Background: an optimization exercise with open tools, aiming at small area. Do not read the settings as production practice.
Where RTL was checked, it was by simulation tests only, not by an equivalence proof against the original.
Function not checked in run 3: the RTL went through the layout flow alone.
In every run shown here, the design's own scripts or RTL, not TritonCTS, make the clock network.
No driver is modelled on the clock port, so clock power and skew are understated where the tree is cut down; a real chip needs a root buffer or a tree.
No activity file was given, so power comes from the tool's default toggle rates.

`flow/flow/run.sh`:
```
#!/bin/bash
# The standard layout with three changes:
#  - after the standard synthesis, the combinational logic is mapped again with an area-oriented
#    ABC script (a timed &deepsyn search, then amap, best of four seeds; flip-flops, their names and cell types are kept exactly as synthesis made them);
#  - the port buffers are the smallest buffer cell;
#  - the clock tree is four buf_12, each driving the clocks of a quarter of the flip-flops
#    (flow/clock_buffer.tcl runs before CTS and takes the place of clock_tree_synthesis).
set -euo pipefail
export BUFFER_PORTS_ARGS="-buffer_cell sky130_fd_sc_hd__buf_1"
R=orfs/results/sky130hd/gnx_link/base
LIB=$FLOW_HOME/platforms/sky130hd/lib/sky130_fd_sc_hd__tt_025C_1v80.lib

bash standard.sh synth > synth.log 2>&1
cp $R/1_2_yosys.v $R/1_2_yosys_std.v

# four seeds of the search in parallel; the smallest result is kept
for S in 1 2 3 4; do
  printf 'strash\n&get -n\n&deepsyn -T 30 -S %d\n&put\ndch -f\namap\n' $S > area_$S.abc
  yosys -p "read_liberty -ignore_miss_func $LIB; read_verilog $R/1_2_yosys_std.v; hierarchy -top $FLOW_TOP;
    setattr -mod -set keep_hierarchy 1 sky130_fd_sc_hd__*df* sky130_fd_sc_hd__conb_*; flatten; opt_clean;
    abc -script area_$S.abc -liberty $LIB -dont_use *lpflow* -dont_use *probe*; opt_clean -purge;
    hilomap -singleton -hicell sky130_fd_sc_hd__conb_1 HI -locell sky130_fd_sc_hd__conb_1 LO;
    insbuf -buf sky130_fd_sc_hd__buf_1 A X; splitnets; opt_clean -purge; tee -o remap_$S.stat stat -liberty $LIB;
    select $FLOW_TOP; write_verilog -noattr -nohex -nodec -selected $R/1_2_yosys_remap_$S.v" > remap_$S.log 2>&1 &
done
wait
best=$(for S in 1 2 3 4; do echo "$(grep 'Chip area for top module' remap_$S.stat | awk '{print $NF}') $S"; done | sort -g | head -1 | awk '{print $2}')
echo "remap: seed $best kept" | tee remap.log
cp $R/1_2_yosys_remap_$best.v $R/1_2_yosys_remap.v
cp $R/1_2_yosys_remap.v $R/1_2_yosys.v
rm -f $R/1_synth.odb $R/1_synth.sdc

export PRE_CTS_TCL=$PWD/flow/clock_buffer.tcl
bash standard.sh > standard.log 2>&1
```
`flow/flow/clock_buffer.tcl`:
```
# Runs before CTS (PRE_CTS_TCL) in place of TritonCTS: the flip-flops are split by position into
# four groups of about the same size, and each group gets its own clock buffer, driven by the
# clock port and placed at the group's centre. CTS's timing repair and detailed placement that
# follow in cts.tcl legalize the buffers.
# split the clock loads into groups by position, one clock buffer per group at its centre
proc clock_buffers { ngroups cell } {
  set block [ord::get_db_block]
  set dbu [$block getDbUnitsPerMicron]
  set items {}
  foreach p [sta::net_load_pins [get_nets clk]] {
    set loc [[[sta::sta_to_db_pin $p] getInst] getLocation]
    lappend items [list $p [lindex $loc 0] [lindex $loc 1]]
  }
  # four groups: halves by x, each split in halves by y; otherwise columns by x
  set items [lsort -real -index 1 $items]
  set n [llength $items]
  set groups {}
  if { $ngroups == 4 } {
    set half [expr { $n / 2 }]
    foreach part [list [lrange $items 0 [expr {$half-1}]] [lrange $items $half end]] {
      set part [lsort -real -index 2 $part]
      set h2 [expr { [llength $part] / 2 }]
      lappend groups [lrange $part 0 [expr {$h2-1}]] [lrange $part $h2 end]
    }
  } else {
    for {set g 0} {$g < $ngroups} {incr g} {
      lappend groups [lrange $items [expr {$g*$n/$ngroups}] [expr {($g+1)*$n/$ngroups-1}]]
    }
  }
  set k 0
  foreach grp $groups {
    set sx 0; set sy 0; set pins {}
    foreach it $grp { lappend pins [lindex $it 0]; set sx [expr {$sx+[lindex $it 1]}]; set sy [expr {$sy+[lindex $it 2]}] }
    set m [llength $grp]
    set buf [sta::sta_to_db_inst [insert_buffer -buffer_cell $cell -net clk -load_pins $pins \
      -location [list [expr {double($sx)/$m/$dbu}] [expr {double($sy)/$m/$dbu}]] \
      -buffer_name clkbuf_root$k -net_name clk_root$k]]
    foreach it [$buf getITerms] { if { [$it getNet] ne "NULL" } { [$it getNet] setSigType CLOCK } }
    puts "clock_buffer: [$buf getName] drives $m flip-flops"
    incr k
  }
}

clock_buffers 4 sky130_fd_sc_hd__buf_12
proc clock_tree_synthesis { args } { puts "clock_tree_synthesis skipped: $args" }
```
`flow/standard.sh`:
```
#!/bin/bash
# synth_recipe.tcl (not shown) runs the flow's synth.tcl, then flattens the netlist and writes it again
# the make line also repeats each setting of config.mk as NAME=value (left out here)
make -C /OpenROAD-flow-scripts/flow DESIGN_CONFIG=/design/flow/config.mk WORK_HOME=/design/flow/orfs CLKGATE_MAP_FILE= SYNTH_SCRIPT=/design/flow/synth_recipe.tcl "${@:-finish}"
```
`flow/config.mk`:
```
export PLATFORM = sky130hd
export DESIGN_NAME = gnx_link
export DESIGN_NICKNAME = gnx_link
export VERILOG_FILES = /design/flow/design.v
export SDC_FILE = /design/flow/constraint.sdc
export NUM_CORES = 4
export LEC_CHECK = 0
export CAP_MARGIN = 20
export CORE_MARGIN = 2
export CORE_UTILIZATION = 40
export SLEW_MARGIN = 20
```
`flow/constraint.sdc`:
```
create_clock -name core_clock -period 5.0 [get_ports {clk}]
set_input_delay 1.0000 -clock core_clock [delete_from_list [all_inputs] [get_ports {clk}]]
set_output_delay 1.0000 -clock core_clock [all_outputs]
set_load 0.01 [all_outputs]
```
`flow/design.v`:
```
module gnx_tx (
    input  wire       clk,
    input  wire       rst,
    input  wire       in_valid,
    output wire       in_ready,
    input  wire [7:0] in_data,
    input  wire       in_last,
    output wire       out_valid,
    input  wire       out_ready,
    output reg  [7:0] out_data,
    output wire       out_last
);
    localparam T_CH    = 3'd0;
    localparam T_CMD   = 3'd1;
    localparam T_COL   = 3'd2;    
    localparam T_ALIGN = 3'd3;    
    localparam T_PRE   = 3'd4;    
    localparam T_HDR   = 3'd5;
    localparam T_DATA  = 3'd6;
    localparam T_TAIL  = 3'd7;    
    reg [2:0] state;
    reg [2:0] c;          
    reg [2:0] n;          
    reg       last_seen;  
    reg [6:0] cks;        
    reg [7:0] b0, b1, b2, b3, b4, b5;
    wire full = (n == 3'd7);
    wire drop = (n == 3'd6);
    assign out_valid = (state == T_PRE) || (state == T_DATA) || (state == T_TAIL) ||
                       (state == T_HDR && (!full || in_valid));
    assign out_last  = (state == T_TAIL) && c[0];
    wire cmd_bad = b5[7] || in_data[7];
    assign in_ready = (state == T_CH) || (state == T_COL) || (state == T_CMD) ||
                      (state == T_DATA && full && out_ready);
    wire take = in_valid && in_ready;
    wire xfer = out_valid && out_ready;
    always @(*) begin
        case (state)
            T_PRE: case (c)
                3'd0:    out_data = 8'hF0;
                3'd1:    out_data = 8'h00;
                3'd2:    out_data = 8'h00;
                3'd3:    out_data = 8'h10;
                3'd5:    out_data = 8'h56;
                default: out_data = {1'b0, b0[6:0]};
            endcase
            T_HDR:   out_data = {1'b0, b0[7], b1[7], b2[7], b3[7], b4[7], b5[7], full & in_data[7]};
            T_TAIL:  out_data = c[0] ? 8'hF7 : {1'b0, cks};
            default: out_data = {1'b0, b0[6:0]};
        endcase
    end
    wire shift = (take && !drop && !(state == T_CMD && cmd_bad)) ||
                 (state == T_ALIGN && c != 3'd6) ||
                 (xfer && state == T_PRE && (c == 3'd4 || c == 3'd6)) ||
                 (xfer && state == T_DATA);
    always @(posedge clk) begin
        if (shift) begin
            b0 <= b1;
            b1 <= b2;
            b2 <= b3;
            b3 <= b4;
            b4 <= b5;
            b5 <= {in_data[7] & take, in_data[6:0]};
        end
    end
    always @(posedge clk) begin
        if (rst) begin
            state     <= T_CH;
            c         <= 3'd0;
            n         <= 3'd0;
            last_seen <= 1'b0;
            cks       <= 7'd0;
        end else begin
            if (xfer && !(state == T_PRE && c == 3'd0) && !(state == T_TAIL && c[0]))
                cks <= cks ^ out_data[6:0];
            case (state)
                T_CH: if (take) begin
                    c <= 3'd1;
                    if (!in_last)
                        state <= T_CMD;
                    else
                        c <= 3'd0;
                end
                T_CMD: if (take) begin
                    c         <= 3'd2;
                    last_seen <= in_last;
                    if (cmd_bad) begin
                        if (in_last) begin
                            state <= T_CH;
                            c     <= 3'd0;
                        end else begin
                            n     <= 3'd6;
                            state <= T_COL;
                        end
                    end else begin
                        state <= T_ALIGN;
                    end
                end
                T_ALIGN: begin
                    if (c != 3'd6)
                        c <= c + 3'd1;
                    else begin
                        c     <= 3'd0;
                        state <= (n == 3'd0) ? T_PRE : T_HDR;
                    end
                end
                T_PRE: if (xfer) begin
                    if (c == 3'd6) begin
                        c     <= 3'd0;
                        state <= last_seen ? T_TAIL : T_COL;
                    end else
                        c <= c + 3'd1;
                end
                T_COL: if (take) begin
                    if (drop) begin
                        if (in_last) begin
                            n     <= 3'd0;
                            state <= T_CH;
                        end
                    end else begin
                        c         <= c + 3'd1;
                        last_seen <= in_last;
                        n         <= (n == 3'd5 && !in_last) ? 3'd7 : n + 3'd1;
                        if (in_last || n == 3'd5)
                            state <= T_ALIGN;
                    end
                end
                T_HDR: if (xfer)
                    state <= T_DATA;
                T_DATA: if (xfer) begin
                    n <= n - 3'd1;
                    if (full)
                        last_seen <= in_last;
                    if (n == 3'd1)
                        state <= last_seen ? T_TAIL : T_COL;
                end
                T_TAIL: if (xfer) begin
                    if (c[0]) begin
                        state <= T_CH;
                        c     <= 3'd0;
                    end else
                        c <= 3'd1;
                end
                default: state <= T_CH;
            endcase
        end
    end
endmodule
module gnx_rx (
    input  wire       clk,
    input  wire       rst,
    input  wire       in_valid,
    output wire       in_ready,
    input  wire [7:0] in_data,
    input  wire       in_last,
    output wire       out_valid,
    input  wire       out_ready,
    output wire [7:0] out_data,
    output wire       out_last,
    output wire [2:0] out_status
);
    reg       in_pay;    
    reg [7:0] sh;        
    reg [6:0] d1;        
    reg [7:0] pend;      
    reg [6:0] cks;       
    reg       bad;       
    reg       idbad;     
    wire pre    = !in_pay;
    wire is_hdr = (sh[6:0] == 7'd0);
    wire emit   = pre ? sh[7] : !is_hdr;      
    assign out_valid = in_valid && (in_last || emit);
    assign in_ready  = (in_last || emit) ? out_ready : 1'b1;
    assign out_data  = pend;
    assign out_last  = in_last;
    wire take = in_valid && in_ready;
    wire pack_ok = !sh[0] && ((sh & (sh - 8'd1)) == 8'd0);
    assign out_status = (bad || pre || in_data != 8'hF7) ? 3'd1 :
                        (cks != 7'd0)                    ? 3'd2 :
                        idbad                            ? 3'd3 :
                        !pack_ok                         ? 3'd4 : 3'd0;
    always @(posedge clk) begin
        if (take)
            d1 <= in_data[6:0];
        if (take && !in_last && ((pre && sh[5]) || emit))
            pend <= {sh[7] & in_pay, d1};
    end
    always @(posedge clk) begin
        if (rst || (take && in_last)) begin
            in_pay <= 1'b0;
            sh     <= 8'h01;
            cks    <= 7'd0;
            bad    <= 1'b0;
            idbad  <= 1'b0;
        end else if (take) begin
            if (pre && sh[0]) begin
                if (in_data != 8'hF0)
                    bad <= 1'b1;
            end else begin
                if (in_data[7])
                    bad <= 1'b1;
                cks <= cks ^ in_data[6:0];
            end
            if (pre && (((sh[1] || sh[2]) && in_data[6:0] != 7'h00) ||
                        (sh[3] && in_data[6:0] != 7'h10) ||
                        (sh[5] && in_data[6:0] != 7'h56)))
                idbad <= 1'b1;
            if (pre && sh[7])
                in_pay <= 1'b1;
            else if (!pre && is_hdr)
                sh <= {d1, 1'b1};
            else
                sh <= {sh[6:0], 1'b0};
        end
    end
endmodule
module gnx_link (
    input  wire       clk,
    input  wire       rst,
    input  wire       tx_in_valid,
    output wire       tx_in_ready,
    input  wire [7:0] tx_in_data,
    input  wire       tx_in_last,
    output wire       tx_out_valid,
    input  wire       tx_out_ready,
    output wire [7:0] tx_out_data,
    output wire       tx_out_last,
    input  wire       rx_in_valid,
    output wire       rx_in_ready,
    input  wire [7:0] rx_in_data,
    input  wire       rx_in_last,
    output wire       rx_out_valid,
    input  wire       rx_out_ready,
    output wire [7:0] rx_out_data,
    output wire       rx_out_last,
    output wire [2:0] rx_out_status
);
    gnx_tx u_tx (
        .clk(clk), .rst(rst),
        .in_valid(tx_in_valid), .in_ready(tx_in_ready), .in_data(tx_in_data), .in_last(tx_in_last),
        .out_valid(tx_out_valid), .out_ready(tx_out_ready), .out_data(tx_out_data),
        .out_last(tx_out_last)
    );
    gnx_rx u_rx (
        .clk(clk), .rst(rst),
        .in_valid(rx_in_valid), .in_ready(rx_in_ready), .in_data(rx_in_data), .in_last(rx_in_last),
        .out_valid(rx_out_valid), .out_ready(rx_out_ready), .out_data(rx_out_data),
        .out_last(rx_out_last), .out_status(rx_out_status)
    );
endmodule
```
==> results of run 1 <==
worst paths after layout:
kind | slack [ns] | startpoint | end
min | 0.41 | u_tx.b1[0] | u_tx.b0[0]
max | 1.70 | u_tx.state[0] | tx_out_data[1]
max reg2reg | 2.14 | u_tx.state[1] | u_tx.b4[0]
min reg2reg | 0.41 | u_tx.b1[0] | u_tx.b0[0]
critical path, delay by kind of cell, from the launching register on:
family                 cells  cell delay [ns]
AOI/OAI and AO/OA          2             0.93
buffers and inverters      2             0.45
DFF                        1             0.40
and+or+nand+nor            1             0.40
power by group through the flow:
stage | Sequential [uW] | Combinational, uW | Clock (uW)
2_1_floorplan | 948 | 76.0 | 0
3_3_place_gp | 953 | 116 | 0
3_5_place_dp | 953 | 117 | 0
4_1_cts | 953 | 117 | 246
5_1_grt | 939 | 130 | 360
6_report | 935 | 117 | 321
through the flow:
step                hold WS [ns]  cells   util  total power, uW
floorplan                  0.400    370      -             1020
global placement           0.401    552  0.448             1070
detailed placement         0.405    552  0.448             1070
CTS                        0.405    556  0.456             1320
global route               0.429    556  0.456             1430
finish                     0.411    556  0.456             1370
placed cells by master, fill, tap and decap left out, types with 7 or more instances in the layout:
master,instances
clkinv_1,41
dfxtp_1,35
buf_1,48
o21ai_0,8
nor2_1,84
nor3_1,8
nand3_1,11
o21a_1,7
a211oi_1,10
edfxtp_1,63
nand2_1,23
a311oi_1,8
o221ai_1,8
a21oi_1,17
layout make-up, without the clock buffers:
class / count / area [sq um] / area share
inverters: 41 / 154 / 0.0347
flip-flops and latches: 98 / 2590 / 0.584
multi-input cells: 230 / 1250 / 0.282
repair buffers: 50 / 195 / 0.0440
well taps: 133 / 166 / 0.0375
state kept, by name, indices dropped and copies added (netlist names):
name and flops:
u_tx.b2 8, u_tx.cks 7, u_rx.d1 7, u_rx.cks 7, u_rx.in_pay 1, u_tx.b1 8
u_tx.b4 8, u_rx.idbad 1, u_tx.b3 8, u_tx.b5 8, u_tx.b0 8, u_rx.sh 8
u_rx.pend 8, u_tx.state 3, u_tx.n 3, u_tx.c 3, u_tx.last_seen 1, u_rx.bad 1
layer usage:
metal | vias up | share of wire
li1 | 1481 | -
met1 | 1420 | 0.46
met2 | 103 | 0.47
met3 | 11 | 0.057
met4 | 0 | 0.017
met5 | - | 0
==> metrics.md, run 1 <==
| Metric | Value |
|---|---|
| Avg Cell Area, Syn | ~11 sq um |
| Crit path kind | reg -> out |
| Clock latency (worst-skew pair) | approximately 0.14 ns |
| Worst-Margin Slew | slightly above 0.9 ns |
| Post-synthesis net count | approximately 400 |
| Largest net degree at the start of global routing | 50 |
| Nets | roughly 450 |
| Max VDD drop | between 0.2 and 0.25 mV |
| Setup TNS | 0 ns |
| GPL Wtd Cong | approximately 0.89 |
| Drt pass-1 iters | 4 |
| Internal | between 1000 and 1500 uW |
| Mapped Area | around 4000 sq um |
| Worst path cell trace | clkinv_1 > a31oi_1 > nand3_1 > o41ai_1 > buf_1 |
| Grt met3 use | 0.0132 |
| Worst-path clk slew | around 0.10 ns |
| Max FO, Critical Path | 13 |
| Min Tclk post-route | ~3.3 ns |
| Die area | ~11,000 sq um |
| Required time worst endpoint | about 4.0 ns |
| Worst endpoint data arrival time | roughly 2.3 ns |
| Overall Global Routing Usage | 0.142 |
| Worst hold path class | reg -> reg |
| Pins over their slew limit | 0 |
| Initial antenna violation count | 0 |
| Layout overhead on the synthesized area | 11.3% |
| Via count | ~3,000 |
| DRC Markers | 0 |
| Final instance area | between 4000 and 5000 sq um |
| Slew margin rel. | 0.381 |
| Diode count | 0 |
| Routed Antenna Nets | 0 |
| Starting density of the core | 0.410 |
| Synthesis Warnings | 2 |
| Part of the power in registers | 0.681 |
| Crit path capture type | output port |
| Max incr delay on CP | 0.63 ns |
| GRT Max-Usage Layer | met2 |
| Grt ovf | 0 |
| CP startpoint kind | flop |
| Sw Ratio | 0.213 |
| Placed inst area | 4360 sq um |
| WL/cell | 14.5 um |
| Routing usage on met1 | 0.199 |
| Hpwl dp | approximately 5.8 mm |
| Global-route wire length before repair | approximately 13 mm |
| Hold Path Depth | 0 |
| Vias/cell | 5.42 |
| Die span in x | 104 um |
| Setup Slack @ Placement | between 1.5 and 2 ns |
| Post-CTS setup buffers | 0 |
| Leak pwr | between 0.001 and 0.0015 uW |
| Fillers | 960 |
| Met2 usage | 0.241 |
| Die height | just over 100 um |
| Final WS setup | approximately 1.7 ns |
| DRT iter0 DRCs | 183 |
| Clock share of power | 0.234 |
| Final Hold Fails | 0 |
| Core area | a little under 10,000 sq um |
| Num rows | 36 |
| Drt total wl | around 8 mm |
| Outcome | timing/DRC/antenna clean |
| Setup violations, final | 0 |
| Psw | approximately 290 uW |
| Power density over cell area | 309 nW/um^2 |
| Number of gates resized after CTS | 0 |
| CTS Hold Buffers Added | 0 |
| Gate power share | 0.085 |
| Peak Freq | ~300 MHz |
| Max_cap viols | 0 |
| Final period util | 0.661 |
| Worst Reg-to-Reg Cells | 7 |
| Vias in the first global route | 2,751 |
| Slowest cell on crit path | o41ai_1 |
| Fin Clk Skew | around 0.017 ns |
| Port Buffer Count | 48 |
| Layout cell share with drive strength beyond 1 | 0.0165 |
| I/O pin count | roughly 50 |
| Post-Syn Instances | between 300 and 400 |
| RSZ-0062 raised after global routing | no |
==> inputs of run 2 (changes only) <==
--- a/flow/design.v
+++ b/flow/design.v
@@ -51,7 +51,7 @@
     end
     wire shift = (take && !drop && !(state == T_CMD && cmd_bad)) ||
                  (state == T_ALIGN && c != 3'd6) ||
-                 (xfer && state == T_PRE && (c == 3'd4 || c == 3'd6)) ||
+                 (xfer && state == T_PRE && c != 3'd5) ||
                  (xfer && state == T_DATA);
     always @(posedge clk) begin
         if (shift) begin
@@ -82,7 +82,7 @@
                         c <= 3'd0;
                 end
                 T_CMD: if (take) begin
-                    c         <= 3'd2;
+                    c         <= 3'd0;
                     last_seen <= in_last;
                     if (cmd_bad) begin
                         if (in_last) begin
@@ -93,7 +93,7 @@
                             state <= T_COL;
                         end
                     end else begin
-                        state <= T_ALIGN;
+                        state <= T_PRE;
                     end
                 end
                 T_ALIGN: begin
@@ -101,7 +101,7 @@
                         c <= c + 3'd1;
                     else begin
                         c     <= 3'd0;
-                        state <= (n == 3'd0) ? T_PRE : T_HDR;
+                        state <= T_HDR;
                     end
                 end
                 T_PRE: if (xfer) begin
==> run 2 against run 1 <==
Clock power about the same. Largest power group unchanged. Synthesized cell count down 6.8%. Critical endpoint is now u_rx.sh[1]. Register-to-register slack got worse by 1.1 ns. Power grew 7.9%. Worst hold slack better by 0.013 ns. Highest routed layer unchanged. Final area is 1.8% lower. Core utilization decreased by 0.18 points.
==> metrics.md, run 2 <==
| Metric | Value |
|---|---|
| Number of gates resized after CTS | 0 (unchanged) |
| Drt total wl | 7.56 mm (-6.3%) |
| Initial antenna violation count | 0 (unchanged) |
| Port Buffer Count | 48 (unchanged) |
| Max incr delay on CP | 0.57 ns (-0.06 ns) |
| Final WS setup | 0.991 ns (-0.705 ns) |
| Critical Path Most Common Cell | nor2_1 |
| Worst path cell trace | nor4_1 > nand2_1 > nor3_1 > o22ai_1 > nor2_1 > nor2_1 > nor2_1 > clkinv_1 > nor2_1 > clkinv_1 > a21oi_1 > nor2_1 > a222oi_1 > clkinv_1 |
| Max VDD drop | 0.190 mV (-18%) |
| Most common cell after layout, fill and taps aside | edfxtp_1 |
| DRC Markers | 0 (unchanged) |
| Clock latency (worst-skew pair) | 0.13 ns (about the same) |
| CP Launch Point | u_rx.sh[6] |
| CTS Hold Buffers Added | 0 (unchanged) |
| Final Hold Fails | 0 (unchanged) |
| DRT iter0 DRCs | 165 (-9.8%) |
| Outcome | timing/DRC/antenna clean |
| RSZ-0062 raised after global routing | no |
| Starting density of the core | 0.406 (-0.00401) |
| Worst-Margin Slew | 0.837 ns (-0.0888 ns) |
| Post-synthesis net count | 369 (-6.3%) |
| Routed Antenna Nets | 0 (unchanged) |
| Global-route wire length before repair | 12.4 mm (-6.0%) |
| Worst hold path class | reg -> reg |
| Final core utilization | 0.454 (-0.00179) |
| GPL Wtd Cong | 0.882 (-1.1%) |
| Peak Freq | 249 MHz (-18%) |
| Layout cell share with drive strength beyond 1 | 0.0225 (+0.00595) |
| Setup TNS | 0 ns (unchanged) |
| Slew margin rel. | 0.440 (+0.0594) |
| Max_cap viols | 0 (unchanged) |
| Max FO, Critical Path | 9 (-4) |
| WL/cell | 14.2 um (-2.3%) |
| Placed inst area | 4280 sq um (-1.8%) |
| Grt ovf | 0 (unchanged) |
| Slowest cell on crit path | nor2_1 |
| Crit path kind | reg -> reg |
| Vias/cell | 5.35 (-1.3%) |
| Nets | 426 (-5.1%) |
| I/O pin count | 49 (unchanged) |
| Post-CTS setup buffers | 0 (unchanged) |
| Mapped Area | 3890 sq um (-2.4%) |
| Crit path to | u_rx.sh[1] |
| Crit path capture type | flop |
| Vias in the first global route | 2,582 (-6.1%) |
| Required time worst endpoint | 5.02 ns (+1.02 ns) |
| Worst-path clk slew | 0.10 ns (about the same) |
| Via count | 2,852 (-5.4%) |
| Layout overhead on the synthesized area | 12.0% |
| Crit Reg-Reg Endpoint | u_rx.sh[1] |
| Diode count | 0 (unchanged) |
| Pins over their slew limit | 0 (unchanged) |
| Power density over cell area | 340 nW/um^2 (+9.9%) |
| Num rows | 36 (unchanged) |
| Drt pass-1 iters | 7 (+3) |
| Fin Clk Skew | 0.0118 ns (-0.00503 ns) |
| Setup violations, final | 0 (unchanged) |
| Worst endpoint data arrival time | 4.03 ns (+1.73 ns) |
| Synthesis Warnings | 2 (unchanged) |
| Core area | 9590 sq um (-1.4%) |
| Critical R2R Launch | u_rx.sh[6] |
| Die height | 103 um (-1.1%) |
| R2R Setup Slk | 0.99 ns (-1.15 ns) |
| Min Tclk post-route | 4.01 ns (+0.705 ns) |
| Largest net degree at the start of global routing | 50 (unchanged) |
| Avg Cell Area, Syn | 11.3 sq um (+4.7%) |
| Final instance area | 4360 sq um (-1.8%) |
| Post-Syn Instances | 345 (-6.8%) |
| Fillers | 917 (-4.5%) |
| Leak pwr | 0.00142 uW (-1.1%) |
| CP startpoint kind | flop |
| Hpwl dp | 5.30 mm (-8.9%) |
| Final period util | 0.802 (+0.141) |
| Die span in x | 103 um (-1.1%) |
| Overall Global Routing Usage | 0.143 (+0.00119) |
| Setup Slack @ Placement | 1.09 ns (-0.691 ns) |
| Die area | 10,500 sq um (-2.3%) |
| Worst Reg-to-Reg Cells | 14 (+7) |
| Most frequent cells in the layout | 63 x edfxtp_1, 52 x nor2_1, 48 x buf_1 |
==> run 2: changes by cell type in the layout (fill, tap and decap cells not counted), moves of 6 or more <==
cell,previous run,this run
nor2_1,84,52
o221ai_1,8,1
a311oi_1,8,14
nand3_1,11,5
a222oi_1,0,7
a21oi_1,17,23
nor3_1,8,14
a211oi_1,10,1
==> run 2: area by class of cell, without the clock buffers <==
| type | count | area, sq um | area share |
|---|---|---|---|
| Multi-Input combinational cell | 210 | 1170 | 0.270 |
| Sequential cell | 98 | 2590 | 0.595 |
| Timing Repair Buffer | 52 | 210 | 0.0482 |
| Inverter | 36 | 135 | 0.0310 |
| Tap cell | 133 | 166 | 0.0382 |
==> run 2: through the flow <==
stage / power, uW / hold WS, ns / std cells
3_3_place_gp: 1170 / 0.400 / 529
2_1_floorplan: 1110 / 0.400 / 345
6_report: 1480 / 0.425 / 533
5_1_grt: 1560 / 0.432 / 533
3_5_place_dp: 1180 / 0.405 / 529
4_1_cts: 1430 / 0.405 / 533
==> run 2: how the worst min path moves through the flow <==
stage	from	endpoint	cells past startpoint
final	u_tx.b3[1]	u_tx.b2[1]	0
after global routing	u_tx.b3[1]	u_tx.b2[1]	0
after CTS	u_tx.b1[1]	u_tx.b0[1]	0
after detailed placement	u_tx.b1[1]	u_tx.b0[1]	0
after global placement	u_tx.b4[5]	u_tx.b3[5]	0
after floorplan	u_tx.b1[0]	u_tx.b0[0]	0
==> run 2: worst max-delay path, delay by kind of cell, from the launching register on <==
family / cells / cell delay (ns)
AND/OR/NAND/NOR: 8 / 1.99
AO/OA/AOI/OAI: 3 / 1.05
buffers and inverters: 3 / 0.49
flip-flops: 1 / 0.36
==> run 2: routing by layer <==
layer | GRT usage | up-vias | wire (um)
met2 | 0.231 | 114 | 3360
met4 | 0.0236 | 0 | 138
li1 | - | 1413 | -
met1 | 0.217 | 1314 | 3560
met3 | 0.00949 | 11 | 507
met5 | 0 | - | 0
==> run 2: report_power, final <==
group | leakage, uW | switching (uW) | total, uW | internal (uW)
Sequential | 0.000890 | 34.3 | 986 | 951
Clock | 0.0000376 | 190 | 320 | 130
Combinational | 0.000490 | 121 | 175 | 54.3
==> inputs of run 3 (changes only) <==
--- a/flow/design.v
+++ b/flow/design.v
@@ -13,9 +13,8 @@
     localparam T_CH    = 3'd0;
     localparam T_CMD   = 3'd1;
     localparam T_COL   = 3'd2;    
-    localparam T_ALIGN = 3'd3;    
     localparam T_PRE   = 3'd4;    
-    localparam T_HDR   = 3'd5;
+    localparam T_HDR   = 3'd3;    
     localparam T_DATA  = 3'd6;
     localparam T_TAIL  = 3'd7;    
     reg [2:0] state;
@@ -26,8 +25,9 @@
     reg [7:0] b0, b1, b2, b3, b4, b5;
     wire full = (n == 3'd7);
     wire drop = (n == 3'd6);
+    wire aligned = (c == 3'd6);
     assign out_valid = (state == T_PRE) || (state == T_DATA) || (state == T_TAIL) ||
-                       (state == T_HDR && (!full || in_valid));
+                       (state == T_HDR && aligned && (!full || in_valid));
     assign out_last  = (state == T_TAIL) && c[0];
     wire cmd_bad = b5[7] || in_data[7];
     assign in_ready = (state == T_CH) || (state == T_COL) || (state == T_CMD) ||
@@ -50,7 +50,7 @@
         endcase
     end
     wire shift = (take && !drop && !(state == T_CMD && cmd_bad)) ||
-                 (state == T_ALIGN && c != 3'd6) ||
+                 (state == T_HDR && !aligned) ||
                  (xfer && state == T_PRE && c != 3'd5) ||
                  (xfer && state == T_DATA);
     always @(posedge clk) begin
@@ -96,14 +96,6 @@
                         state <= T_PRE;
                     end
                 end
-                T_ALIGN: begin
-                    if (c != 3'd6)
-                        c <= c + 3'd1;
-                    else begin
-                        c     <= 3'd0;
-                        state <= T_HDR;
-                    end
-                end
                 T_PRE: if (xfer) begin
                     if (c == 3'd6) begin
                         c     <= 3'd0;
@@ -122,11 +114,15 @@
                         last_seen <= in_last;
                         n         <= (n == 3'd5 && !in_last) ? 3'd7 : n + 3'd1;
                         if (in_last || n == 3'd5)
-                            state <= T_ALIGN;
+                            state <= T_HDR;
                     end
                 end
-                T_HDR: if (xfer)
+                T_HDR: if (!aligned)
+                    c <= c + 3'd1;
+                else if (xfer) begin
+                    c     <= 3'd0;
                     state <= T_DATA;
+                end
                 T_DATA: if (xfer) begin
                     n <= n - 3'd1;
                     if (full)
==> run 3 against run 2 <==
Routed wire length increased by 7.0%. Fmax down 7.0%. Register-to-register slack improved by 0.68 ns. Global-route usage grew 0.38 points. Die area rose by 1.5%. Critical path depth is 6 lower. Setup slack worse by 0.30 ns. Flip-flop and latch count unchanged.
==> metrics.md, run 3 <==
| Metric | Value |
|---|---|
| Outcome | timing/DRC/antenna clean |
| Min Tclk post-route | 4.31 ns (+0.302 ns) |
| Most frequent cells in the layout | 75 x nor2_1, 63 x edfxtp_1, 51 x clkinv_1 |
| Max_cap viols | 0 (unchanged) |
| Part of the power in registers | 0.626 (-0.040) |
| Layout cell share with drive strength beyond 1 | 0.0190 (-0.00350) |
| Largest net degree at the start of global routing | 43 (-14%) |
| Post-synthesis net count | 391 (+6.0%) |
| Avg Cell Area, Syn | 10.8 sq um (-4.5%) |
| Vias in the first global route | 2,680 (+3.8%) |
| Required time worst endpoint | 4.00 ns (-1.02 ns) |
| I/O pin count | 49 (unchanged) |
| RSZ-0062 raised after global routing | no |
| Port Buffer Count | 48 (unchanged) |
| Grt ovf | 0 (unchanged) |
| Nets | 447 (+4.9%) |
| Post-CTS setup buffers | 0 (unchanged) |
| Drt pass-1 iters | 4 (-3) |
| Hpwl dp | 5.95 mm (+12%) |
| Peak Freq | 232 MHz (-7.0%) |
| Die span in x | 103 um (+0.76%) |
| Leak pwr | 0.00139 uW (-2.1%) |
| Gate power share | 0.190 (+0.072) |
| Clock share of power | 0.185 (-0.031) |
| Crit path capture type | output port |
| CTS Hold Buffers Added | 0 (unchanged) |
| Max VDD drop | 0.164 mV (-13%) |
| Overall Global Routing Usage | 0.147 (+0.00378) |
| Layout overhead on the synthesized area | 11.6% |
| Psw | 485 uW (+41%) |
| Most common cell after layout, fill and taps aside | nor2_1 |
| Worst hold path class | reg -> reg |
| Worst endpoint data arrival time | 3.31 ns (-0.72 ns) |
| Clock latency (worst-skew pair) | 0.13 ns (about the same) |
| Vias/cell | 5.30 (-0.99%) |
| Final core utilization | 0.455 (+0.00107) |
| DRT iter0 DRCs | 222 (+35%) |
| Internal | 1260 uW (+11%) |
| Worst-path clk slew | 0.10 ns (about the same) |
| Starting density of the core | 0.408 (+0.00256) |
| GPL Wtd Cong | 0.940 (+6.6%) |
| Die area | 10,700 sq um (+1.5%) |
| Pins over their slew limit | 0 (unchanged) |
| Drt total wl | 8.09 mm (+7.0%) |
| Worst path cell trace | clkinv_1 > nor2_1 > nand2_1 > o31ai_1 > nor2_1 > a2111oi_0 > clkinv_1 > buf_1 |
| Global-route wire length before repair | 12.8 mm (+3.1%) |
| Mapped Area | 3950 sq um (+1.6%) |
| Setup violations, final | 0 (unchanged) |
| Crit path kind | reg -> out |
| Slew margin rel. | 0.426 (-0.0141) |
| Number of gates resized after CTS | 0 (unchanged) |
| WL/cell | 14.6 um (+2.9%) |
| Fillers | 953 (+3.9%) |
| Final period util | 0.862 (+0.0604) |
| Max FO, Critical Path | 13 (+4) |
| Via count | 2,935 (+2.9%) |
| CP startpoint kind | flop |
| Core area | 9680 sq um (+0.94%) |
| Max incr delay on CP | 0.65 ns (+0.08 ns) |
| Final Hold Fails | 0 (unchanged) |
| Initial antenna violation count | 0 (unchanged) |
| Synthesis Warnings | 2 (unchanged) |
| Sw Ratio | 0.278 (+0.0451) |
| Power density over cell area | 396 nW/um^2 (+16%) |
| Worst-Margin Slew | 0.853 ns (+0.0164 ns) |
| Setup TNS | 0 ns (unchanged) |
| Post-Syn Instances | 367 (+6.4%) |
| Slowest cell on crit path | a2111oi_0 |
| Diode count | 0 (unchanged) |
| Num rows | 36 (unchanged) |
| Routed Antenna Nets | 0 (unchanged) |
| Fin Clk Skew | 0.00911 ns (-0.00271 ns) |
| Die height | 103 um (+0.76%) |
| DRC Markers | 0 (unchanged) |
run 3: cell count changes in the layout (fill, tap and decap cells not counted), moves of 4 or more:
cell       previous run  this run
a31oi_1               6        10
a22oi_1               5         0
o221ai_1              1         5
a211oi_1              1        15
o22a_1                4         0
nor2_1               52        75
nand2_1              27        20
a311oi_1             14         4
a21oi_1              23        13
a222oi_1              7         1
clkinv_1             36        51
a2111oi_0             0         4
run 3: final cells by class, without the clock buffers:
type	instances	area (sq um)	area share
timing repair buffer	51	203	0.0460
sequential	98	2590	0.588
inverter	51	191	0.0434
multi-input combinational	217	1180	0.267
tap	133	166	0.0377
run 3: power groups by stage:
stage	Combinational (uW)	Clock, uW	Sequential, uW
2_1_floorplan	229	0	1090
3_3_place_gp	329	0	1100
3_5_place_dp	330	0	1110
4_1_cts	332	246	1110
5_1_grt	374	365	1110
6_report	331	322	1090
run 3: path summary, 6_finish.rpt:
path / from / endpoint / slack (ns) / cells past startpoint
worst max register to register: u_tx.state[2] / u_tx.cks[6] / 1.67 / 8
worst min-delay path: u_tx.b5[6] / u_tx.b4[6] / 0.42 / 0
worst max-delay path: u_tx.state[2] / tx_out_data[6] / 0.69 / 8
worst min register to register: u_tx.b5[6] / u_tx.b4[6] / 0.42 / 0
run 3: metrics by stage:
stage	hold slack, ns	cell area (sq um)	setup slack (ns)	total power [uW]	cells
after floorplan	0.400	3950	1.27	1320	367
after global placement	0.400	4330	1.16	1430	550
after detailed placement	0.405	4330	0.881	1440	550
after CTS	0.405	4410	0.887	1690	554
after global routing	0.434	4410	0.334	1850	554
final	0.424	4410	0.689	1750	554
run 3: metal layers:
layer | global-route usage | wire length (um) | vias to the layer above
li1 | - | - | 1451
met1 | 0.213 | 3690 | 1355
met2 | 0.249 | 3750 | 120
met3 | 0.0134 | 554 | 9
met4 | 0.0152 | 98 | 0
met5 | 0 | 0 | -
run 3: worst max-delay path: cells and delay by family, from the launching register on:
family	cells	cell delay [ns]
flops	1	0.61
simple gates	3	0.75
buf+inv	3	0.70
compound gates	2	1.11
==> inputs of run 4 (changes only) <==
--- a/flow/design.v
+++ b/flow/design.v
@@ -13,8 +13,9 @@
     localparam T_CH    = 3'd0;
     localparam T_CMD   = 3'd1;
     localparam T_COL   = 3'd2;    
+    localparam T_ALIGN = 3'd3;    
     localparam T_PRE   = 3'd4;    
-    localparam T_HDR   = 3'd3;    
+    localparam T_HDR   = 3'd5;
     localparam T_DATA  = 3'd6;
     localparam T_TAIL  = 3'd7;    
     reg [2:0] state;
@@ -25,9 +26,8 @@
     reg [7:0] b0, b1, b2, b3, b4, b5;
     wire full = (n == 3'd7);
     wire drop = (n == 3'd6);
-    wire aligned = (c == 3'd6);
     assign out_valid = (state == T_PRE) || (state == T_DATA) || (state == T_TAIL) ||
-                       (state == T_HDR && aligned && (!full || in_valid));
+                       (state == T_HDR && (!full || in_valid));
     assign out_last  = (state == T_TAIL) && c[0];
     wire cmd_bad = b5[7] || in_data[7];
     assign in_ready = (state == T_CH) || (state == T_COL) || (state == T_CMD) ||
@@ -50,7 +50,7 @@
         endcase
     end
     wire shift = (take && !drop && !(state == T_CMD && cmd_bad)) ||
-                 (state == T_HDR && !aligned) ||
+                 (state == T_ALIGN && c != 3'd6) ||
                  (xfer && state == T_PRE && c != 3'd5) ||
                  (xfer && state == T_DATA);
     always @(posedge clk) begin
@@ -96,6 +96,14 @@
                         state <= T_PRE;
                     end
                 end
+                T_ALIGN: begin
+                    if (c != 3'd6)
+                        c <= c + 3'd1;
+                    else begin
+                        c     <= 3'd0;
+                        state <= T_HDR;
+                    end
+                end
                 T_PRE: if (xfer) begin
                     if (c == 3'd6) begin
                         c     <= 3'd0;
@@ -114,15 +122,11 @@
                         last_seen <= in_last;
                         n         <= (n == 3'd5 && !in_last) ? 3'd7 : n + 3'd1;
                         if (in_last || n == 3'd5)
-                            state <= T_HDR;
+                            state <= T_ALIGN;
                     end
                 end
-                T_HDR: if (!aligned)
-                    c <= c + 3'd1;
-                else if (xfer) begin
-                    c     <= 3'd0;
+                T_HDR: if (xfer)
                     state <= T_DATA;
-                end
                 T_DATA: if (xfer) begin
                     n <= n - 3'd1;
                     if (full)
==> flow/flow/run.sh (replaced) <==
#!/bin/bash
# The standard layout with three changes:
#  - after the standard synthesis, the combinational logic is mapped again with an area-oriented
#    ABC script (a timed &deepsyn search, then amap, best of eight runs; flip-flops, their names and cell types are kept exactly as synthesis made them);
#  - the port buffers are the smallest buffer cell;
#  - the clock tree is four buf_12, each driving the clocks of a quarter of the flip-flops
#    (flow/clock_buffer.tcl runs before CTS and takes the place of clock_tree_synthesis).
set -euo pipefail
export BUFFER_PORTS_ARGS="-buffer_cell sky130_fd_sc_hd__buf_1"
R=orfs/results/sky130hd/gnx_link/base
LIB=$FLOW_HOME/platforms/sky130hd/lib/sky130_fd_sc_hd__tt_025C_1v80.lib

bash standard.sh synth > synth.log 2>&1
cp $R/1_2_yosys.v $R/1_2_yosys_std.v

# eight runs of the search (four seeds, two choice computations), four at a time; the smallest
# result is kept
remap() {
  local S=$1
  if [ $S -le 4 ]; then dch='dch -f'; else dch='dch'; fi
  printf 'strash\n&get -n\n&deepsyn -T 30 -S %d\n&put\n%s\namap\n' $(( (S - 1) % 4 + 1 )) "$dch" > area_$S.abc
  yosys -p "read_liberty -ignore_miss_func $LIB; read_verilog $R/1_2_yosys_std.v; hierarchy -top $FLOW_TOP;
    setattr -mod -set keep_hierarchy 1 sky130_fd_sc_hd__*df* sky130_fd_sc_hd__conb_*; flatten; opt_clean;
    abc -script area_$S.abc -liberty $LIB -dont_use *lpflow* -dont_use *probe*; opt_clean -purge;
    hilomap -singleton -hicell sky130_fd_sc_hd__conb_1 HI -locell sky130_fd_sc_hd__conb_1 LO;
    insbuf -buf sky130_fd_sc_hd__buf_1 A X; splitnets; opt_clean -purge; tee -o remap_$S.stat stat -liberty $LIB;
    select $FLOW_TOP; write_verilog -noattr -nohex -nodec -selected $R/1_2_yosys_remap_$S.v" > remap_$S.log 2>&1
}
for S in 1 2 3 4; do remap $S & done
wait
for S in 5 6 7 8; do remap $S & done
wait
best=$(for S in 1 2 3 4 5 6 7 8; do echo "$(grep 'Chip area for top module' remap_$S.stat | awk '{print $NF}') $S"; done | sort -g | head -1 | awk '{print $2}')
echo "remap: seed $best kept" | tee remap.log
cp $R/1_2_yosys_remap_$best.v $R/1_2_yosys_remap.v
cp $R/1_2_yosys_remap.v $R/1_2_yosys.v
rm -f $R/1_synth.odb $R/1_synth.sdc

export PRE_CTS_TCL=$PWD/flow/clock_buffer.tcl
bash standard.sh > standard.log 2>&1
==> run 4 against run 3 <==
Power down 15%. Critical path depth is 6 higher. Core utilization fell by 0.11 points. Area after synthesis shrank 1.6%. Sequential share of layout area increased by 0.69 points.
==> metrics.md, run 4 <==
| Metric | Value |
|---|---|
| Outcome | timing/DRC/antenna clean |
| Max_cap viols | 0 (unchanged) |
| Hpwl dp | 5.30 mm (-11%) |
| Slew margin rel. | 0.440 (+0.0141) |
| Required time worst endpoint | 5.02 ns (+1.02 ns) |
| Placed inst area | 4280 sq um (-1.2%) |
| Power density over cell area | 340 nW/um^2 (-14%) |
| GPL Wtd Cong | 0.882 (-6.2%) |
| Final WS setup | 0.991 ns (+0.302 ns) |
| Largest net degree at the start of global routing | 50 (+16%) |
| Vias in the first global route | 2,582 (-3.7%) |
| Starting density of the core | 0.406 (-0.00256) |
| Part of the power in registers | 0.666 (+0.040) |
| Vias/cell | 5.35 (+1.0%) |
| Setup Slack @ Placement | 1.09 ns (+0.204 ns) |
| Final instance area | 4360 sq um (-1.2%) |
| Die height | 103 um (-0.75%) |
| Die span in x | 103 um (-0.75%) |
| Core area | 9590 sq um (-0.93%) |
| Drt total wl | 7.56 mm (-6.5%) |
| DRC Markers | 0 (unchanged) |
| Synthesis Warnings | 2 (unchanged) |
| Number of gates resized after CTS | 0 (unchanged) |
| Pins over their slew limit | 0 (unchanged) |
| Drt pass-1 iters | 7 (+3) |
| Layout overhead on the synthesized area | 12.0% |
| CTS Hold Buffers Added | 0 (unchanged) |
| Final core utilization | 0.454 (-0.00107) |
| Post-synthesis net count | 369 (-5.6%) |
| Final Hold Fails | 0 (unchanged) |
| I/O pin count | 49 (unchanged) |
| Internal | 1140 uW (-9.8%) |
| Most common cell after layout, fill and taps aside | edfxtp_1 |
| Grt ovf | 0 (unchanged) |
| Fillers | 917 (-3.8%) |
| Worst endpoint data arrival time | 4.03 ns (+0.72 ns) |
| Layout cell share with drive strength beyond 1 | 0.0225 (+0.00350) |
| Avg Cell Area, Syn | 11.3 sq um (+4.7%) |
| Most frequent cells in the layout | 63 x edfxtp_1, 52 x nor2_1, 48 x buf_1 |
| Post-CTS setup buffers | 0 (unchanged) |
| Setup TNS | 0 ns (unchanged) |
| Leak pwr | 0.00142 uW (+2.2%) |
| Min Tclk post-route | 4.01 ns (-0.302 ns) |
| Worst-Margin Slew | 0.837 ns (-0.0164 ns) |
| Fin Clk Skew | 0.0118 ns (+0.00271 ns) |
| Psw | 345 uW (-29%) |
| Via count | 2,852 (-2.8%) |
| Sw Ratio | 0.233 (-0.0451) |
| Final period util | 0.802 (-0.0604) |
| DRT iter0 DRCs | 165 (-26%) |
| Pwr Total | 1480 uW (-15%) |
| Post-Syn Instances | 345 (-6.0%) |
| Worst-path clk slew | 0.10 ns (about the same) |
| Max FO, Critical Path | 9 (-4) |
| Crit path capture type | flop |
| Mapped Area | 3890 sq um (-1.6%) |
| RSZ-0062 raised after global routing | no |
| Die area | 10,500 sq um (-1.5%) |
| CP startpoint kind | flop |
| Worst hold path class | reg -> reg |
| Max VDD drop | 0.190 mV (+15%) |
| Overall Global Routing Usage | 0.143 (-0.00378) |
| Diode count | 0 (unchanged) |
| Clock latency (worst-skew pair) | 0.13 ns (about the same) |
| Crit path kind | reg -> reg |
| Num rows | 36 (unchanged) |
| Clock share of power | 0.216 (+0.031) |
| Global-route wire length before repair | 12.4 mm (-3.0%) |
| Nets | 426 (-4.7%) |
| WL/cell | 14.2 um (-2.9%) |
| Initial antenna violation count | 0 (unchanged) |
| Setup violations, final | 0 (unchanged) |
| Gate power share | 0.118 (-0.072) |
| Routed Antenna Nets | 0 (unchanged) |
| Port Buffer Count | 48 (unchanged) |
| Peak Freq | 249 MHz (+7.5%) |
[run 4: through the flow]
step	hold slack, ns	cells
2_1_floorplan	0.400	345
3_3_place_gp	0.400	529
3_5_place_dp	0.405	529
4_1_cts	0.405	533
5_1_grt	0.432	533
6_report	0.425	533
[run 4: layout make-up, without the clock buffers]
type | count | area (sq um) | share of cell area
multi-input cells | 210 | 1170 | 0.270
inverters | 36 | 135 | 0.0310
repair buffers | 52 | 210 | 0.0482
flip-flops and latches | 98 | 2590 | 0.595
well taps | 133 | 166 | 0.0382
[run 4: metal layers]
layer	up-vias	GRT usage	part of all wire
met5	-	0	0
met4	0	0.0236	0.018
met3	11	0.00949	0.067
met2	114	0.231	0.44
met1	1314	0.217	0.47
li1	1413	-	-
[run 4: worst paths after layout]
path               from          to  slack [ns]  depth (start not counted)
min          u_tx.b3[1]  u_tx.b2[1]        0.42                          0
max reg2reg  u_rx.sh[6]  u_rx.sh[1]        0.99                         14
max          u_rx.sh[6]  u_rx.sh[1]        0.99                         14
min reg2reg  u_tx.b3[1]  u_tx.b2[1]        0.42                          0
[run 4: power by group through the flow]
stage / clock network (uW) / registers, uW / logic [uW]
after floorplan: 0 / 994 / 118
after global placement: 0 / 1000 / 172
after detailed placement: 0 / 1000 / 174
after CTS: 246 / 1000 / 175
after global routing: 364 / 993 / 199
final: 320 / 986 / 175
[run 4: critical path, stage by stage, from the launching register on]
cell and delay (ns):
dfxtp_1 0.36, nor4_1 0.39, nand2_1 0.12, nor3_1 0.22, o22ai_1 0.14, nor2_1 0.17, nor2_1 0.08, nor2_1 0.57
clkinv_1 0.24, nor2_1 0.19, clkinv_1 0.13, a21oi_1 0.50, nor2_1 0.25, a222oi_1 0.41, clkinv_1 0.12
==> inputs of run 5 (changes only) <==
--- a/flow/design.v
+++ b/flow/design.v
@@ -21,14 +21,13 @@
     reg [2:0] state;
     reg [2:0] c;          
     reg [2:0] n;          
-    reg       last_seen;  
     reg [6:0] cks;        
     reg [7:0] b0, b1, b2, b3, b4, b5;
     wire full = (n == 3'd7);
     wire drop = (n == 3'd6);
     assign out_valid = (state == T_PRE) || (state == T_DATA) || (state == T_TAIL) ||
                        (state == T_HDR && (!full || in_valid));
-    assign out_last  = (state == T_TAIL) && c[0];
+    assign out_last  = (state == T_TAIL) && !c[0];
     wire cmd_bad = b5[7] || in_data[7];
     assign in_ready = (state == T_CH) || (state == T_COL) || (state == T_CMD) ||
                       (state == T_DATA && full && out_ready);
@@ -45,7 +44,7 @@
                 default: out_data = {1'b0, b0[6:0]};
             endcase
             T_HDR:   out_data = {1'b0, b0[7], b1[7], b2[7], b3[7], b4[7], b5[7], full & in_data[7]};
-            T_TAIL:  out_data = c[0] ? 8'hF7 : {1'b0, cks};
+            T_TAIL:  out_data = c[0] ? {1'b0, cks} : 8'hF7;
             default: out_data = {1'b0, b0[6:0]};
         endcase
     end
@@ -68,10 +67,9 @@
             state     <= T_CH;
             c         <= 3'd0;
             n         <= 3'd0;
-            last_seen <= 1'b0;
             cks       <= 7'd0;
         end else begin
-            if (xfer && !(state == T_PRE && c == 3'd0) && !(state == T_TAIL && c[0]))
+            if (xfer && !(state == T_PRE && c == 3'd0) && !(state == T_TAIL && !c[0]))
                 cks <= cks ^ out_data[6:0];
             case (state)
                 T_CH: if (take) begin
@@ -83,7 +81,7 @@
                 end
                 T_CMD: if (take) begin
                     c         <= 3'd0;
-                    last_seen <= in_last;
+                    n         <= {2'b00, in_last};
                     if (cmd_bad) begin
                         if (in_last) begin
                             state <= T_CH;
@@ -100,14 +98,14 @@
                     if (c != 3'd6)
                         c <= c + 3'd1;
                     else begin
-                        c     <= 3'd0;
+                        c     <= {2'b00, !full};    
                         state <= T_HDR;
                     end
                 end
                 T_PRE: if (xfer) begin
                     if (c == 3'd6) begin
-                        c     <= 3'd0;
-                        state <= last_seen ? T_TAIL : T_COL;
+                        c     <= {2'b00, n[0]};
+                        state <= n[0] ? T_TAIL : T_COL;
                     end else
                         c <= c + 3'd1;
                 end
@@ -119,7 +117,6 @@
                         end
                     end else begin
                         c         <= c + 3'd1;
-                        last_seen <= in_last;
                         n         <= (n == 3'd5 && !in_last) ? 3'd7 : n + 3'd1;
                         if (in_last || n == 3'd5)
                             state <= T_ALIGN;
@@ -130,16 +127,17 @@
                 T_DATA: if (xfer) begin
                     n <= n - 3'd1;
                     if (full)
-                        last_seen <= in_last;
-                    if (n == 3'd1)
-                        state <= last_seen ? T_TAIL : T_COL;
+                        c <= {2'b00, in_last};
+                    if (n == 3'd1) begin
+                        state <= c[0] ? T_TAIL : T_COL;
+                        if (!c[0])
+                            c <= 3'd0;
+                    end
                 end
                 T_TAIL: if (xfer) begin
-                    if (c[0]) begin
+                    if (!c[0])
                         state <= T_CH;
-                        c     <= 3'd0;
-                    end else
-                        c <= 3'd1;
+                    c <= 3'd0;
                 end
                 default: state <= T_CH;
             endcase
==> flow/config.mk (replaced) <==
export PLATFORM = sky130hd
export DESIGN_NAME = gnx_link
export DESIGN_NICKNAME = gnx_link
export VERILOG_FILES = /design/flow/design.v
export SDC_FILE = /design/flow/constraint.sdc
export NUM_CORES = 4
export LEC_CHECK = 0
export CAP_MARGIN = 0
export CORE_MARGIN = 2
export CORE_UTILIZATION = 60
export SLEW_MARGIN = 0
==> run 5 against run 4 <==
Still clean on timing, DRC and antenna. First-iteration DRC count fell by 8.5%. Flip-flop and latch count fell by 1. Critical path depth decreased by 3. Combinational power shrank 14%. Core utilization up 22 points. Die area decreased by 33%. Global-route usage increased by 6.7 points. Clock skew increased by 0.0032 ns. Routed wire length down 1.8%. Final area down 2.5%. Sequential share of layout area rose by 1.0 points. Fmax increased by 5.4%. Highest routed layer unchanged.
==> metrics.md, run 5 <==
| Metric | Value |
|---|---|
| Post-CTS setup buffers | 0 (unchanged) |
| Mapped Area | 3860 sq um (-0.71%) |
| Via count | 2,916 (+2.2%) |
| Max_cap viols | 0 (unchanged) |
| Max FO, Critical Path | 12 (+3) |
| Drt pass-1 iters | 5 (-2) |
| Final period util | 0.761 (-0.0410) |
| Layout overhead on the synthesized area | 10.0% |
| Crit path capture type | output port |
| WL/cell | 15.2 um (+7.3%) |
| Worst-Margin Slew | 1.08 ns (+0.241 ns) |
| Required time worst endpoint | 4.00 ns (-1.02 ns) |
| Num rows | 29 (-19%) |
| Global-route wire length before repair | 12.7 mm (+2.1%) |
| Pwr Total | 1450 uW (-2.3%) |
| Avg Cell Area, Syn | 10.8 sq um (-4.0%) |
| Worst-path clk slew | 0.10 ns (about the same) |
| Multi-input gate area | 1130 sq um (-3.7%) |
| CTS Hold Buffers Added | 0 (unchanged) |
| I/O pin count | 49 (unchanged) |
| Worst endpoint data arrival time | 2.80 ns (-1.23 ns) |
| Vias/cell | 5.98 (+12%) |
| Number of gates resized after CTS | 0 (unchanged) |
| DRC Markers | 0 (unchanged) |
| Post-Syn Instances | 357 (+3.5%) |
| Final Hold Fails | 0 (unchanged) |
| Initial antenna violation count | 0 (unchanged) |
| Die span in x | 84.3 um (-18%) |
| Largest net degree at the start of global routing | 32 (-36%) |
| Grt ovf | 0 (unchanged) |
| Clock latency (worst-skew pair) | 0.13 ns (about the same) |
| Drt total wl | 7.43 mm (-1.8%) |
| Routed Antenna Nets | 0 (unchanged) |
| Fin Clk Skew | 0.0150 ns (+0.00320 ns) |
| Die area | 7100 sq um (-33%) |
| Non-Filler Instances | 488 (-8.4%) |
| Port Buffer Count | 48 (unchanged) |
| Pins over their slew limit | 0 (unchanged) |
| Layout cell share with drive strength beyond 1 | 0.0195 (-0.00304) |
| Core area | 6280 sq um (-35%) |
| Starting density of the core | 0.616 (+0.210) |
| Worst hold path class | reg -> reg |
| Power density over cell area | 340 nW/um^2 (+0.13%) |
| Register area | 2570 sq um (-0.77%) |
| RSZ-0062 raised after global routing | no |
| Die height | 84.3 um (-18%) |
| Slew margin rel. | 0.276 (-0.164) |
| Setup violations, final | 0 (unchanged) |
| Synthesis Warnings | 2 (unchanged) |
| Min Tclk post-route | 3.80 ns (-0.205 ns) |
| Fillers | 487 (-47%) |
| DRT iter0 DRCs | 151 (-8.5%) |
| Max VDD drop | 0.354 mV (+87%) |
| Nets | 437 (+2.6%) |
| CP startpoint kind | flop |
| GPL Wtd Cong | 0.913 (+3.4%) |
| Vias in the first global route | 2,821 (+9.3%) |
| Crit path kind | reg -> out |
| Hpwl dp | 5.45 mm (+2.8%) |
| Setup TNS | 0 ns (unchanged) |
| Peak Freq | 263 MHz (+5.4%) |
| Leak pwr | 0.00136 uW (-4.2%) |
| Most common cell after layout, fill and taps aside | edfxtp_1 |
| Most frequent cells in the layout | 63 x edfxtp_1, 54 x nor2_1, 48 x buf_1 |
| Inst Count DP | 484 (-8.5%) |
| Overall Global Routing Usage | 0.210 (+0.0673) |
| Outcome | timing/DRC/antenna clean |
| Diode count | 0 (unchanged) |
| Post-synthesis net count | 381 (+3.3%) |
-- run 5: per-stage QoR --
step                cell area, sq um  utilization  worst slack, ns  hold WS (ns)
finish                          4250        0.677             1.20         0.418
global route                    4250        0.677            0.902         0.430
CTS                             4250        0.677             1.40         0.405
detailed placement              4170        0.665             1.42         0.405
global placement                4170        0.665             1.58         0.400
floorplan                       3860            -            0.975         0.400
-- run 5: final cells by class, without the clock buffers --
class / instances / area share
Sequential cell: 97 / 0.605
Multi-Input combinational cell: 214 / 0.266
Timing Repair Buffer: 51 / 0.0477
Inverter: 45 / 0.0397
Tap cell: 77 / 0.0227
-- run 5: metal layers --
metal  GRT usage  part of all wire  up-vias
li1            -                 -     1426
met1       0.303              0.45     1344
met2       0.358              0.47      130
met3      0.0147             0.061       16
met4      0.0440             0.023        0
met5           0                 0        -
-- run 5: final timing paths --
check / endpoint / cells after the start / from / slack, ns
worst max-delay path: tx_out_data[6] / 11 / u_tx.state[2] / 1.20
worst min-delay path: u_tx.b1[1] / 0 / u_tx.b2[1] / 0.42
worst min register to register: u_tx.b1[1] / 0 / u_tx.b2[1] / 0.42
worst max register to register: u_rx.pend[4] / 9 / u_rx.sh[2] / 1.66
-- run 5: critical path: stages, from the launching register on --
cell and delay, ns:
dfxtp_1 0.43, clkinv_1 0.32, nor2_1 0.24, clkinv_1 0.10, nor2_1 0.14, a31oi_1 0.16, o21ai_0 0.15, clkinv_1 0.29
or2_0 0.32, nor3_1 0.24, nand2b_1 0.15, buf_1 0.14
-- run 5: where the power goes --
part | internal [uW] | total, uW | switching (uW)
clock network | 130 | 315 | 184
logic | 43.5 | 150 | 106
registers | 949 | 982 | 32.9
==> inputs of run 6 (changes only) <==
--- a/flow/config.mk
+++ b/flow/config.mk
@@ -7,5 +7,5 @@
 export LEC_CHECK = 0
 export CAP_MARGIN = 0
 export CORE_MARGIN = 2
-export CORE_UTILIZATION = 60
+export CORE_UTILIZATION = 40
 export SLEW_MARGIN = 0
==> run 6 against run 5 <==
Still clean on timing, DRC and antenna. Sequential share of layout area shrank 0.81 points. Area after synthesis unchanged. Fmax shrank 0.76%. Largest cell class unchanged. Largest power group unchanged.
==> metrics.md, run 6 <==
| Metric | Value |
|---|---|
| Outcome | timing/DRC/antenna clean |
| Synthesis Warnings | 2 (unchanged) |
| Routed Antenna Nets | 0 (unchanged) |
| GPL Wtd Cong | 0.889 (-2.6%) |
| Final instance area | 4310 sq um (+1.4%) |
| Worst-Margin Slew | 1.06 ns (-0.0214 ns) |
| Critical Path Most Common Cell | clkinv_1 |
| Post-synthesis net count | 381 (unchanged) |
| Most frequent cells in the layout | 63 x edfxtp_1, 54 x nor2_1, 48 x buf_1 |
| Diode count | 0 (unchanged) |
| Port Buffer Count | 48 (unchanged) |
| Grt ovf | 0 (unchanged) |
| Mapped Area | 3860 sq um (unchanged) |
| Critical R2R Launch | u_rx.sh[2] |
| Core area | 9330 sq um (+49%) |
| Post-Syn Instances | 357 (unchanged) |
| Max_cap viols | 0 (unchanged) |
| Most common cell after layout, fill and taps aside | edfxtp_1 |
| Crit Reg-Reg Endpoint | u_rx.pend[6] |
| Avg Cell Area, Syn | 10.8 sq um (unchanged) |
| Die span in x | 102 um (+21%) |
| Worst endpoint data arrival time | 2.83 ns (+0.03 ns) |
| DRC Markers | 0 (unchanged) |
| Final hold slack | 0.423 ns (+0.00483 ns) |
| DRT iter0 DRCs | 185 (+23%) |
| Drt total wl | 7.88 mm (+6.1%) |
| Worst path cell trace | clkinv_1 > nor2_1 > clkinv_1 > nor2_1 > a31oi_1 > o21ai_0 > clkinv_1 > or2_0 > nor3_1 > nand2b_1 > buf_1 |
| Slew margin rel. | 0.290 (+0.0144) |
| CP Launch Point | u_tx.state[2] |
| Leak pwr | 0.00135 uW (-0.35%) |
| RSZ-0062 raised after global routing | no |
| Setup TNS | 0 ns (unchanged) |
| WL/cell | 14.6 um (-4.0%) |
| Largest net degree at the start of global routing | 47 (+47%) |
| Power density over cell area | 337 nW/um^2 (-0.99%) |
| Pins over their slew limit | 0 (unchanged) |
| Hpwl dp | 5.72 mm (+5.0%) |
| Layout overhead on the synthesized area | 11.5% |
| Layout cell share with drive strength beyond 1 | 0.0171 (-0.00239) |
| Initial antenna violation count | 0 (unchanged) |
| Vias in the first global route | 2,631 (-6.7%) |
| Worst Reg-to-Reg Cells | 9 (unchanged) |
| Critical path depth in cells | 11 (unchanged) |
| Placed inst area | 4230 sq um (+1.4%) |
| R2R Setup Slk | 1.69 ns (+0.03 ns) |
| Drt pass-1 iters | 4 (-1) |
| Crit path to | tx_out_data[6] |
| Nets | 436 (-0.23%) |
| Required time worst endpoint | 4.00 ns (about the same) |
| Fin Clk Skew | 0.00715 ns (-0.00786 ns) |
| CP delay by family, top | simple AND/OR/NAND/NOR gates |
| Number of gates resized after CTS | 0 (unchanged) |
| Overall Global Routing Usage | 0.152 (-0.0587) |
| Starting density of the core | 0.414 (-0.201) |
| Peak Freq | 261 MHz (-0.76%) |
| Global-route wire length before repair | 13.1 mm (+3.0%) |
| Final Hold Fails | 0 (unchanged) |
| Max FO, Critical Path | 12 (unchanged) |
| CP startpoint kind | flop |
| Via count | 2,919 (+0.10%) |
| Worst hold path class | reg -> reg |
| Min Tclk post-route | 3.83 ns (+0.0290 ns) |
| Vias/cell | 5.42 (-9.4%) |
| Clock latency (worst-skew pair) | 0.13 ns (about the same) |
| Buffers & Inverters on Critical Path | 4 (unchanged) |
| Max VDD drop | 0.183 mV (-48%) |
| Worst-path clk slew | 0.10 ns (about the same) |
| Post-CTS setup buffers | 0 (unchanged) |
| Crit path capture type | output port |
| Die area | 10,500 sq um (+47%) |
| Final WS setup | 1.17 ns (-0.0290 ns) |
| Max incr delay on CP | 0.42 ns (about the same) |
| Setup violations, final | 0 (unchanged) |
| Crit path kind | reg -> out |
| Slowest cell on crit path | dfxtp_1 |
| CTS Hold Buffers Added | 0 (unchanged) |
| Setup Slack @ Placement | 1.38 ns (-0.0426 ns) |
| Num rows | 35 (+21%) |
| I/O pin count | 49 (unchanged) |
| Die height | 102 um (+21%) |
| Final period util | 0.767 (+0.00579) |
==> run 6: layout make-up, without the clock buffers <==
class / count / area (sq um)
Timing Repair Buffer: 50 / 195
Inverter: 45 / 169
Sequential cell: 97 / 2570
Fill cell: 910 / 5020
Tap cell: 129 / 161
Multi-Input combinational cell: 214 / 1130
==> run 6: routing by layer <==
layer | part of all wire | vias up | GRT usage
met4 | 0.016 | 0 | 0.0215
met1 | 0.49 | 1389 | 0.234
met5 | 0 | - | 0
li1 | - | 1425 | -
met2 | 0.44 | 92 | 0.240
met3 | 0.056 | 13 | 0.0144
==> run 6: how the worst min path moves through the flow <==
stage               startpoint    endpoint  slack [ns]  depth (start not counted)
finish              u_tx.b1[2]  u_tx.b0[2]        0.42                          0
floorplan           u_tx.b1[0]  u_tx.b0[0]        0.40                          0
CTS                 u_tx.b1[5]  u_tx.b0[5]        0.40                          0
global placement    u_tx.b3[4]  u_tx.b2[4]        0.40                          0
detailed placement  u_tx.b1[5]  u_tx.b0[5]        0.40                          0
global route        u_tx.b3[0]  u_tx.b2[0]        0.43                          0
==> run 6: report_power, final <==
group	leakage (uW)	internal, uW	switching (uW)
clock network	0.0000376	130	190
registers	0.000885	949	32.4
logic	0.000431	42.9	107
total	0.00135	1120	329
==> run 6: metrics by stage <==
stage | total power, uW | util | instances
after floorplan | 1090 | - | 357
after global routing | 1520 | 0.462 | 539
final | 1450 | 0.462 | 539
after global placement | 1150 | 0.453 | 535
after detailed placement | 1150 | 0.453 | 535
after CTS | 1400 | 0.462 | 539
==> inputs of run 7 (changes only) <==
--- a/flow/config.mk
+++ b/flow/config.mk
@@ -8,4 +8,5 @@
 export CAP_MARGIN = 0
 export CORE_MARGIN = 2
 export CORE_UTILIZATION = 40
+export GPL_TIMING_DRIVEN = 0
 export SLEW_MARGIN = 0
==> run 7 against run 6 <==
Still clean on timing, DRC and antenna. Setup slack got worse by 0.18 ns. Core utilization increased by 0.15 points. Combinational power increased by 3%. Largest power group unchanged.
==> metrics.md, run 7 <==
| Metric | Value |
|---|---|
| Vias in the first global route | 2,628 (-0.11%) |
| Register area | 2570 sq um (unchanged) |
| Final instance area | 4320 sq um (+0.32%) |
| WL/cell | 14.0 um (-4.5%) |
| Hpwl dp | 5.52 mm (-3.4%) |
| Required time worst endpoint | 4.00 ns (about the same) |
| Slowest cell on crit path | dfxtp_1 |
| Most frequent cells in the layout | 63 x edfxtp_1, 54 x nor2_1, 49 x buf_1 |
| Grt ovf | 0 (unchanged) |
| Global-route wire length before repair | 12.3 mm (-5.8%) |
| Outcome | timing/DRC/antenna clean |
| Die height | 102 um (unchanged) |
| Nets | 437 (+0.23%) |
| Slew margin rel. | 0.302 (+0.0126) |
| Final period util | 0.802 (+0.0355) |
| Layout cell share with drive strength beyond 1 | 0.0170 (-0.0000415) |
| Final hold slack | 0.419 ns (-0.00345 ns) |
| Layout overhead on the synthesized area | 11.8% |
| Largest net degree at the start of global routing | 33 (-30%) |
| Max FO, Critical Path | 12 (unchanged) |
| Mapped Area | 3860 sq um (unchanged) |
| Peak Freq | 249 MHz (-4.4%) |
| Pins over their slew limit | 0 (unchanged) |
| Num rows | 35 (unchanged) |
| Placed inst area | 4240 sq um (+0.21%) |
| Final WS setup | 0.989 ns (-0.177 ns) |
| Hold Path Depth | 0 (unchanged) |
| Worst endpoint data arrival time | 3.01 ns (+0.18 ns) |
| Worst hold path class | reg -> reg |
| Buffers & Inverters on Critical Path | 4 (unchanged) |
| Number of gates resized after CTS | 0 (unchanged) |
| Max VDD drop | 0.204 mV (+12%) |
| CP delay by family, top | simple AND/OR/NAND/NOR gates |
| Min Tclk post-route | 4.01 ns (+0.177 ns) |
| Worst-path clk slew | 0.10 ns (about the same) |
| Setup violations, final | 0 (unchanged) |
| Clock latency (worst-skew pair) | 0.13 ns (about the same) |
| Vias/cell | 5.35 (-1.3%) |
| Drt total wl | 7.54 mm (-4.3%) |
| Most common cell after layout, fill and taps aside | edfxtp_1 |
| Post-Syn Instances | 357 (unchanged) |
| Die area | 10,500 sq um (unchanged) |
| Critical Path Most Common Cell | clkinv_1 |
| Post-synthesis net count | 381 (unchanged) |
| Diode count | 0 (unchanged) |
| GPL Wtd Cong | 0.929 (+4.5%) |
| Critical R2R Launch | u_rx.sh[2] |
| Crit path kind | reg -> out |
| Avg Cell Area, Syn | 10.8 sq um (unchanged) |
| DRC Markers | 0 (unchanged) |
| Final core utilization | 0.463 (+0.00148) |
| RSZ-0062 raised after global routing | no |
| Power density over cell area | 335 nW/um^2 (-0.42%) |
| CP startpoint kind | flop |
| R2R Setup Slk | 1.28 ns (-0.41 ns) |
| Max_cap viols | 0 (unchanged) |
| Crit path capture type | output port |
| Pwr Total | 1450 uW (-0.10%) |
| Worst Reg-to-Reg Cells | 9 (unchanged) |
| Routed Antenna Nets | 0 (unchanged) |
| Core area | 9330 sq um (unchanged) |
| Setup Slack @ Placement | 0.715 ns (-0.663 ns) |
| Overall Global Routing Usage | 0.143 (-0.00902) |
| Multi-input gate area | 1130 sq um (unchanged) |
| Fillers | 899 (-1.2%) |
| Starting density of the core | 0.414 (unchanged) |
| CTS Hold Buffers Added | 0 (unchanged) |
| Worst-Margin Slew | 1.04 ns (-0.0188 ns) |
| Synthesis Warnings | 2 (unchanged) |
| Die span in x | 102 um (unchanged) |
| Worst path cell trace | clkinv_1 > nor2_1 > clkinv_1 > nor2_1 > a31oi_1 > o21ai_0 > clkinv_1 > or2_0 > nor3_1 > nand2b_1 > buf_1 |
run 7: cell type report, without the clock buffers:
cell class,instances,share of cell area
Multi-Input combinational cell,214,0.262
Inverter,45,0.0391
Tap cell,129,0.0373
Buffer,1,0.000868
Timing Repair Buffer,50,0.0475
Sequential cell,97,0.595
run 7: power breakdown:
part | internal (uW) | switching, uW | total, uW | leakage, uW
registers | 948 | 30.9 | 979 | 0.000885
clock network | 130 | 186 | 316 | 0.0000376
logic | 46.4 | 108 | 155 | 0.000436
total | 1130 | 325 | 1450 | 0.00136
run 7: worst max-delay path by stage:
stage                   from        endpoint  slack [ns]  cells after the start
3_3_place_gp   u_tx.state[1]      u_tx.b5[4]       -0.30                      8
4_1_cts           u_rx.sh[2]    u_rx.pend[1]        0.67                      9
3_5_place_dp      u_rx.sh[2]    u_rx.pend[1]        0.71                      9
5_1_grt        u_tx.state[2]  tx_out_data[6]        0.72                     11
2_1_floorplan  u_tx.state[1]      u_tx.b0[0]        0.97                      8
6_report       u_tx.state[2]  tx_out_data[6]        0.99                     11
run 7: through the flow:
| step | std cells | TNS (ns) |
|---|---|---|
| floorplan | 357 | 0 |
| finish | 540 | 0 |
| global placement | 534 | -14.22 |
| detailed placement | 535 | 0 |
| CTS | 539 | 0 |
| global route | 540 | 0 |
run 7: layer usage:
layer	global-route usage	vias to the layer above	share of wire
li1	-	1421	-
met1	0.210	1355	0.47
met2	0.236	97	0.45
met3	0.00889	14	0.055
met4	0.0277	0	0.021
met5	0	-	0
